Source: an optimization exercise on an open RTL-to-GDS flow (aim: a short achievable clock period and few clock cycles). Production flows keep margins and buffers that such runs may drop.
Only simulation tests tie the RTL to the original design; equivalence was not proved.

==> job 1529: inputs <==
## sigma_codec
module sigma_codec (
    input  wire        clk,
    input  wire        rst,
    input  wire        start,
    input  wire [31:0] stream_len,
    output wire        busy,
    output reg         done,
    output reg  [1:0]  stop_reason,
    output reg  [31:0] final_cursor,
    output wire        mem_en,
    output wire [31:0] mem_addr,
    input  wire [7:0]  mem_rdata,
    output reg         log_valid,
    input  wire        log_ready,
    output reg  [1:0]  log_kind,
    output reg  [1:0]  log_err,
    output reg  [7:0]  log_tag,
    output reg  [31:0] log_cursor,
    output reg  [31:0] log_consumed,
    output reg  [7:0]  log_safeload,
    output reg  [7:0]  log_channel,
    output reg  [31:0] log_total_len,
    output reg  [7:0]  log_chip,
    output reg  [31:0] log_data_len,
    output reg  [15:0] log_param,
    output reg         dev_req_valid,
    input  wire        dev_req_ready,
    output reg  [7:0]  dev_req_chip,
    output reg  [15:0] dev_req_param,
    output reg  [31:0] dev_req_len,
    input  wire        dev_rsp_valid,
    input  wire [15:0] dev_rsp_len,
    output reg         dev_rd_en,
    output reg  [15:0] dev_rd_addr,
    input  wire [7:0]  dev_rd_data,
    output reg         out_valid,
    input  wire        out_ready,
    output reg  [7:0]  out_data
);
Settings: LEC_CHECK=0, ABC_CLOCK_PERIOD_IN_PS=2500, CAP_MARGIN=20, CORE_MARGIN=2, CORE_UTILIZATION=55, SETUP_SLACK_MARGIN=5, SLEW_MARGIN=20; clock period 8.0 ns.
run.sh (not shown) runs the stock make flow with config.mk's settings and CLKGATE_MAP_FILE= SYNTH_SCRIPT=/design/flow/synth_recipe.tcl, a recipe that flattens the netlist after the stock synthesis.
==> job 6311: changes against job 1529 <==
--- a/flow/design.v
+++ b/flow/design.v
@@ -56,31 +56,39 @@
     reg        fin;           
     wire       go = start && !busy_q;
     wire       done_next;
     assign busy = busy_q;
     reg        rd_on;
     reg [31:0] raddr;
     reg        a_v;           
+    reg [31:0] a_addr;
+    reg [16:0] a_lo;          
+    reg [15:0] a_h0, a_h1;    
+    wire [15:0] a_hi = a_lo[16] ? a_h1 : a_h0;
+    wire        a_hz = (a_hi == 16'd0);
     reg        p_v;
     reg [7:0]  p_b;
+    reg [31:0] p_addr, p_rem;           
+    reg        p_lt12, p_lt14, p_one;   
     assign mem_en   = rd_on;
     assign mem_addr = raddr;
     reg        p_hdr;         
     reg        p_wr;          
     reg [3:0]  pidx;          
     reg [31:0] f_cur, f_rem;  
-    reg        t_lt12, t_lt14, t_one;    
     reg [7:0]  f_tag, f_sl, f_ch, f_chip, f_par_hi;
     reg [31:0] f_tot, f_dlen;
     reg [31:0] s_tot, s_12, d_tot, d_12;
+    reg [16:0] s_tot_lo, s_12_lo, d_tot_lo, d_12_lo;
     wire       k_tot = p_wr || f_ge;    
     wire [31:0] jt   = k_tot ? s_tot : s_12;    
     wire [31:0] nrem = k_tot ? d_tot : d_12;    
-    reg        n_lt12, n_lt14, n_one, n_zero;
+    reg        n_zero;
     reg        f_ge, f_noprog, f_q, f_ok2;
+    reg        g_hi_gt, g_hi_eq, g_lo_ge;
     reg [31:0] r14;
     reg [1:0]  stop_code;
     reg [31:0] fin_cur;
     reg        lk_v;
     reg [1:0]  lk_kind, lk_err;
     reg [7:0]  lk_tag, lk_sl, lk_ch, lk_chip;
     reg [31:0] lk_cur, lk_cons, lk_tot, lk_dlen;
@@ -93,68 +101,65 @@
     reg [2:0]  wq, dq, oq;
     wire [2:0] wq_dq = wq - dq;
     wire [2:0] wq_oq = wq - oq;
     wire       q_room = !wq_dq[2] && !wq_oq[2];
     reg        push;          
     reg [1:0]  r_kind, r_err;
     reg [7:0]  r_tag;
-    reg [31:0] r_cons;
+    reg [31:0] r_cons, r_cur;
     reg        q_push;
     reg        flush;         
     reg        jump;          
-    reg        junk;
-    reg        next_frame;    
     reg        stop_now;
     reg [1:0]  stop_val;
     reg [31:0] stop_cur;
     reg        start_hdr;
     reg        t_rd, t_wr;    
     wire [15:0] r_par = {f_par_hi, p_b};
     wire       wr_err = !f_ge || !f_ok2;
     wire [31:0] f_cons = k_tot ? f_tot : 32'd12;
     always @(*) begin
         push       = 1'b0;
         r_kind     = KIND_UNKNOWN;
         r_err      = ERR_HDR_SHORT;
         r_tag      = f_tag;
         r_cons     = f_cons;
+        r_cur      = f_cur;
         q_push     = 1'b0;
         flush      = 1'b0;
         jump       = 1'b0;
-        junk       = 1'b0;
-        next_frame = 1'b0;
         stop_now   = 1'b0;
         stop_val   = STOP_END;
         stop_cur   = len_q;
         start_hdr  = 1'b0;
         if (busy_q && !fin && p_v) begin
             if (!p_hdr) begin
                 r_tag  = p_b;
                 r_cons = 32'd1;
+                r_cur  = p_addr;
                 if (t_rd || t_wr) begin
-                    if (t_rd ? t_lt12 : t_lt14) begin
+                    if (t_rd ? p_lt12 : p_lt14) begin
                         if (log_room) begin
                             push     = 1'b1;
                             r_kind   = KIND_ERROR;
                             r_err    = ERR_HDR_SHORT;
                             stop_now = 1'b1;
                             stop_val = STOP_ERROR;
-                            stop_cur = f_cur;
+                            stop_cur = p_addr;
                         end else
                             flush = 1'b1;
                     end else if (log_room && (t_wr || q_room)) begin
                         start_hdr = 1'b1;
                     end else
                         flush = 1'b1;
                 end else begin
                     if (log_room) begin
                         push   = 1'b1;
-                        junk   = 1'b1;
                         r_kind = KIND_UNKNOWN;
-                        if (t_one) stop_now = 1'b1;   
+                        if (p_one) stop_now = 1'b1;   
                     end else
                         flush = 1'b1;
                 end
             end
         end
         if (busy_q && p_hdr) begin
             begin
@@ -166,16 +171,14 @@
                     q_push = 1'b1;
                     if (f_noprog) begin
                         stop_now = 1'b1;
                         stop_val = STOP_NOPROG;
                         stop_cur = f_cur;
                     end else if (n_zero)
                         stop_now = 1'b1;
-                    else
-                        next_frame = 1'b1;
                 end
                 if (p_wr && pidx == 4'd13) begin
                     push   = 1'b1;
                     r_kind = wr_err ? KIND_ERROR : KIND_WRITE;
                     r_err  = ERR_PAY_SHORT;
                     if (wr_err) begin
                         stop_now = 1'b1;
@@ -183,31 +186,45 @@
                         stop_cur = f_cur;
                     end else if (f_noprog) begin
                         stop_now = 1'b1;
                         stop_val = STOP_NOPROG;
                         stop_cur = f_cur;
                     end else if (n_zero)
                         stop_now = 1'b1;
-                    else
-                        next_frame = 1'b1;
                 end
             end
         end
     end
     always @(posedge clk) begin
-        f_ge     <= (f_rem >= f_tot);
+        a_addr   <= raddr;
+        a_lo     <= {1'b0, len_q[15:0]} - {1'b0, raddr[15:0]};
+        a_h0     <= len_q[31:16] - raddr[31:16];
+        a_h1     <= len_q[31:16] + ~raddr[31:16];
+        p_addr   <= a_addr;
+        p_rem    <= {a_hi, a_lo[15:0]};
+        p_lt12   <= a_hz && (a_lo[15:0] < 16'd12);
+        p_lt14   <= a_hz && (a_lo[15:0] < 16'd14);
+        p_one    <= a_hz && (a_lo[15:0] == 16'd1);
+        p_b      <= mem_rdata;
+        t_rd     <= (mem_rdata == READ_TAG);
+        t_wr     <= (mem_rdata == WRITE_TAG);
+        g_hi_gt  <= (f_rem[31:16] > f_tot[31:16]);
+        g_hi_eq  <= (f_rem[31:16] == f_tot[31:16]);
+        g_lo_ge  <= (f_rem[15:0] >= f_tot[15:0]);
+        f_ge     <= g_hi_gt || (g_hi_eq && g_lo_ge);
         f_noprog <= (f_tot == 32'd0);
-        s_tot    <= f_cur + f_tot;
-        s_12     <= f_cur + 32'd12;
-        d_tot    <= f_rem - f_tot;
-        d_12     <= f_rem - 32'd12;
+        s_tot_lo <= {1'b0, f_cur[15:0]} + {1'b0, f_tot[15:0]};
+        s_12_lo  <= {1'b0, f_cur[15:0]} + 17'd12;
+        d_tot_lo <= {1'b0, f_rem[15:0]} + {1'b0, ~f_tot[15:0]} + 17'd1;
+        d_12_lo  <= {1'b0, f_rem[15:0]} + 17'h0fff4;
+        s_tot    <= {f_cur[31:16] + f_tot[31:16] + {15'd0, s_tot_lo[16]}, s_tot_lo[15:0]};
+        s_12     <= {f_cur[31:16] + {15'd0, s_12_lo[16]}, s_12_lo[15:0]};
+        d_tot    <= {f_rem[31:16] + ~f_tot[31:16] + {15'd0, d_tot_lo[16]}, d_tot_lo[15:0]};
+        d_12     <= {f_rem[31:16] + 16'hffff + {15'd0, d_12_lo[16]}, d_12_lo[15:0]};
         n_zero   <= (nrem == 32'd0);
-        n_one    <= (nrem == 32'd1);
-        n_lt12   <= (nrem < 32'd12);
-        n_lt14   <= (nrem < 32'd14);
         f_q      <= (f_dlen == 32'd4);
         r14      <= f_rem - 32'd14;
         f_ok2    <= (f_dlen <= r14);
     end
     reg        d_wait;        
     reg [15:0] rd_cnt;        
     reg        rd_v;          
@@ -215,30 +232,31 @@
     reg [2:0]  pf_wp, pf_rp;
     reg [3:0]  pf_cnt;
     reg [15:0] pl_mem [0:1];  
     reg        pl_wp, pl_rp;
     reg [1:0]  pl_cnt;
     reg        o_act;
     reg [3:0]  o_h;           
+    reg        o_in_hdr;      
+    reg        o_at_len;      
+    reg        o_h1;          
     reg [15:0] o_p;           
     reg        o_pz, o_p1;    
     reg        o_q;
     reg [7:0]  sr [0:13];     
     reg        os_v;          
     reg [7:0]  os_d;
-    wire       o_in_hdr = (o_h != 4'd0);
-    wire       o_at_len = (o_h == 4'd12);        
     wire       o_avail  = o_act && (o_in_hdr ? (!o_at_len || pl_cnt != 2'd0) : (pf_cnt != 4'd0));
     wire       o_send   = !os_v && o_avail;
     wire [15:0] pl_head = pl_mem[pl_rp];
     wire [16:0] o_tot   = {1'b0, pl_head} + 17'd13 + {16'd0, o_q};
     wire [7:0] o_byte   = !o_in_hdr ? pf_mem[pf_rp] :
                           o_at_len  ? {7'd0, o_tot[16]} : sr[0];
     wire       o_pop    = o_send && !o_in_hdr;
-    wire       o_last   = o_in_hdr ? (o_h == 4'd1 && o_pz) : o_p1;
+    wire       o_last   = o_in_hdr ? (o_h1 && o_pz) : o_p1;
     wire       o_load   = (wq != oq) && (!o_act || (o_send && o_last));
     wire       o_take   = o_send && o_at_len;    
     wire [1:0] oqi      = oq[1:0];
     wire       d_ans     = d_wait && dev_rsp_valid;
     wire [15:0] rd_cnt_n = d_ans ? dev_rsp_len : (rd_cnt - {15'd0, dev_rd_en});
     wire       pf_fits   = ({1'b0, pf_cnt} + {4'd0, rd_v} + {4'd0, dev_rd_en}) < PF_N;
     wire       rd_last   = (rd_cnt == 16'd0) || (rd_cnt == 16'd1 && dev_rd_en);
@@ -266,14 +284,29 @@
             raddr         <= 32'd0;
             a_v           <= 1'b0;
             p_v           <= 1'b0;
             p_hdr         <= 1'b0;
             p_wr          <= 1'b0;
             pidx          <= 4'd0;
             log_valid     <= 1'b0;
+            log_kind      <= KIND_READ;
+            log_err       <= 2'd0;
+            log_tag       <= 8'd0;
+            log_cursor    <= 32'd0;
+            log_consumed  <= 32'd0;
+            log_safeload  <= 8'd0;
+            log_channel   <= 8'd0;
+            log_total_len <= 32'd0;
+            log_chip      <= 8'd0;
+            log_data_len  <= 32'd0;
+            log_param     <= 16'd0;
+            dev_req_chip  <= 8'd0;
+            dev_req_param <= 16'd0;
+            dev_req_len   <= 32'd0;
+            out_data      <= 8'd0;
             lk_v          <= 1'b0;
             wq            <= 3'd0;
             dq            <= 3'd0;
             oq            <= 3'd0;
             dev_req_valid <= 1'b0;
             d_wait        <= 1'b0;
             rd_cnt        <= 16'd0;
@@ -284,14 +317,17 @@
             pf_rp         <= 3'd0;
             pf_cnt        <= 4'd0;
             pl_wp         <= 1'b0;
             pl_rp         <= 1'b0;
             pl_cnt        <= 2'd0;
             o_act         <= 1'b0;
             o_h           <= 4'd0;
+            o_in_hdr      <= 1'b0;
+            o_at_len      <= 1'b0;
+            o_h1          <= 1'b0;
             os_v          <= 1'b0;
             out_valid     <= 1'b0;
         end else begin
             done <= done_next;
             if (done_next) begin
                 busy_q       <= 1'b0;
                 stop_reason  <= stop_code;
@@ -304,56 +340,36 @@
                 stop_code <= STOP_END;
                 fin_cur   <= 32'd0;
                 rd_on     <= (stream_len != 32'd0);
                 raddr     <= 32'd0;
                 a_v       <= 1'b0;
                 p_v       <= 1'b0;
                 p_hdr     <= 1'b0;
-                f_cur     <= 32'd0;
-                f_rem     <= stream_len;
-                t_lt12    <= (stream_len < 32'd12);
-                t_lt14    <= (stream_len < 32'd14);
-                t_one     <= (stream_len == 32'd1);
             end else begin
                 if (flush)
-                    raddr <= f_cur;
+                    raddr <= p_addr;
                 else if (jump)
                     raddr <= jt;
                 else
                     raddr <= raddr + 32'd1;
-                a_v <= rd_on && !flush;
-                p_v <= a_v && !flush;
-                p_b <= mem_rdata;
-                t_rd <= (mem_rdata == READ_TAG);
-                t_wr <= (mem_rdata == WRITE_TAG);
+                a_v    <= rd_on && !flush;
+                p_v    <= a_v && !flush;
                 if (stop_now) begin
                     fin       <= 1'b1;
                     rd_on     <= 1'b0;
                     stop_code <= stop_val;
                     fin_cur   <= stop_cur;
                 end
-                if (junk) begin
-                    f_cur  <= f_cur + 32'd1;
-                    f_rem  <= f_rem - 32'd1;
-                    t_lt12 <= (f_rem < 32'd13);
-                    t_lt14 <= (f_rem < 32'd15);
-                    t_one  <= (f_rem == 32'd2);
-                end
-                if (next_frame) begin
-                    f_cur  <= jt;
-                    f_rem  <= nrem;
-                    t_lt12 <= n_lt12;
-                    t_lt14 <= n_lt14;
-                    t_one  <= n_one;
-                end
                 if (start_hdr) begin
                     p_hdr  <= 1'b1;
                     p_wr   <= t_wr;
                     pidx   <= 4'd1;
                     f_tag  <= p_b;
+                    f_cur  <= p_addr;
+                    f_rem  <= p_rem;
                 end else if (p_hdr) begin
                     pidx <= pidx + 4'd1;
                     if (push)
                         p_hdr <= 1'b0;
                     if (p_wr) begin
                         if (pidx == 4'd1) f_sl <= p_b;
                         if (pidx == 4'd2) f_ch <= p_b;
@@ -385,30 +401,30 @@
                     log_param     <= lk_par;
                     lk_v          <= 1'b0;
                 end else if (push) begin
                     log_valid     <= 1'b1;
                     log_kind      <= r_kind;
                     log_err       <= r_err;
                     log_tag       <= r_tag;
-                    log_cursor    <= f_cur;
+                    log_cursor    <= r_cur;
                     log_consumed  <= r_cons;
                     log_safeload  <= f_sl;
                     log_channel   <= f_ch;
                     log_total_len <= f_tot;
                     log_chip      <= f_chip;
                     log_data_len  <= f_dlen;
                     log_param     <= r_par;
                 end else
                     log_valid <= 1'b0;
             end else if (push) begin
                 lk_v    <= 1'b1;
                 lk_kind <= r_kind;
                 lk_err  <= r_err;
                 lk_tag  <= r_tag;
-                lk_cur  <= f_cur;
+                lk_cur  <= r_cur;
                 lk_cons <= r_cons;
                 lk_sl   <= f_sl;
                 lk_ch   <= f_ch;
                 lk_tot  <= f_tot;
                 lk_chip <= f_chip;
                 lk_dlen <= f_dlen;
                 lk_par  <= r_par;
@@ -455,15 +471,18 @@
             end
             if (o_pop)
                 pf_rp <= pf_rp + 3'd1;
             pf_cnt <= pf_cnt + {3'd0, rd_v} - {3'd0, o_pop};
             if (o_load) begin
                 oq     <= oq + 3'd1;
                 o_act  <= 1'b1;
-                o_h    <= 4'd14;
+                o_h      <= 4'd14;
+                o_in_hdr <= 1'b1;
+                o_at_len <= 1'b0;
+                o_h1     <= 1'b0;
                 o_q    <= q_q[oqi];
                 sr[0]  <= RESP_TAG;
                 sr[1]  <= 8'h00;
                 sr[2]  <= 8'h00;
                 sr[3]  <= 8'h00;
                 sr[4]  <= 8'h00;
                 sr[5]  <= q_chip[oqi];
@@ -475,15 +494,18 @@
                 sr[11] <= q_par[oqi][7:0];
                 sr[12] <= 8'h00;
                 sr[13] <= 8'h00;
             end else if (o_send) begin
                 if (o_last)
                     o_act <= 1'b0;
                 if (o_in_hdr) begin
-                    o_h <= o_h - 4'd1;
+                    o_h      <= o_h - 4'd1;
+                    o_in_hdr <= (o_h != 4'd1);
+                    o_at_len <= (o_h == 4'd13);
+                    o_h1     <= (o_h == 4'd2);
                     for (i = 0; i < 13; i = i + 1)
                         sr[i] <= sr[i+1];
                     sr[13] <= 8'h00;
                     if (o_at_len) begin
                         sr[0] <= o_tot[15:8];
                         sr[1] <= o_tot[7:0];
                         o_p   <= pl_head;
ABC_CLOCK_PERIOD_IN_PS = default   (was 2500)
CORE_UTILIZATION = 70   (was 55)
CTS_CLUSTER_DIAMETER = 60   (was default)
CTS_CLUSTER_SIZE = 25   (was default)
==> impl_metrics.toml <==
[outcome]
status = "no timing/DRC/antenna violations"

[routing]
top_layer = "met5"

[critical_path]
critPathCapture = "q_dlen[0][1]$_DFFE_PP_"
critPathMaxStageDelay_ps = 780

[finish]
nFillCells = 5620

[power]
p_comb_share_pct = 8.7

[floorplan]
start_util_pct = 70.7

[logic_synthesis]
synth_flop_cell = "dfxtp_1"

[sta]
period_share_pct = 38.2
(the above is from job 6311)
==> impl_metrics.toml <==
[power]
p_comb_share_pct = 9.6
power.switching_mw = 4.01

[floorplan]
start_util_pct = 55.3

[routing]
top_layer = "met4"

[sta]
period_share_pct = 40.1

[outcome]
status = "no timing/DRC/antenna violations"

[critical_path]
critPathCapture = "f_rem[31]$_DFFE_PP_"

[logic_synthesis]
synth_flop_cell = "edfxtp_1"

[finish]
nFillCells = 8359

[grt]
grt_pass1_wl_um = 262000
(the above is from job 1529)
Testbench counts of job 1529, summed over its fixed seeds: cycles 30,175.
Testbench counts of job 6311, summed over its fixed seeds: cycles 30,175.

==> static timing again, ports no longer ideal <==
In the flow no input, the clock included, has a driving cell. The finished layouts below were timed again as built, in two steps.
Step 1 sets driving cells, clkbuf_16 on the clock port and buf_2 on the other inputs (assumed; they add their load-dependent delay and slew).
Step 2, shift: input delay + t, output delay - t, t = (earliest + latest rising clock arrival at the registers) / 2. This alone moves slack from input paths to output paths.
Three values: ideal ports, drivers, drivers and shift; two values: the first two.
| run | t (ns) | setup WS [ns] | worst data-port slew with drivers (ns) |
|---|---|---|---|
| job 1529 | 0.829 | 4.792 / 4.792 / 4.278 | 0.10 |
| job 6311 | 0.783 | 4.946 / 4.944 / 4.196 | 0.06 |
After both steps setup and hold are still met in every run listed. For job 6311, which loses most, drivers alone change the setup slack by -0.002 ns; drivers and shift together by -0.750 ns.
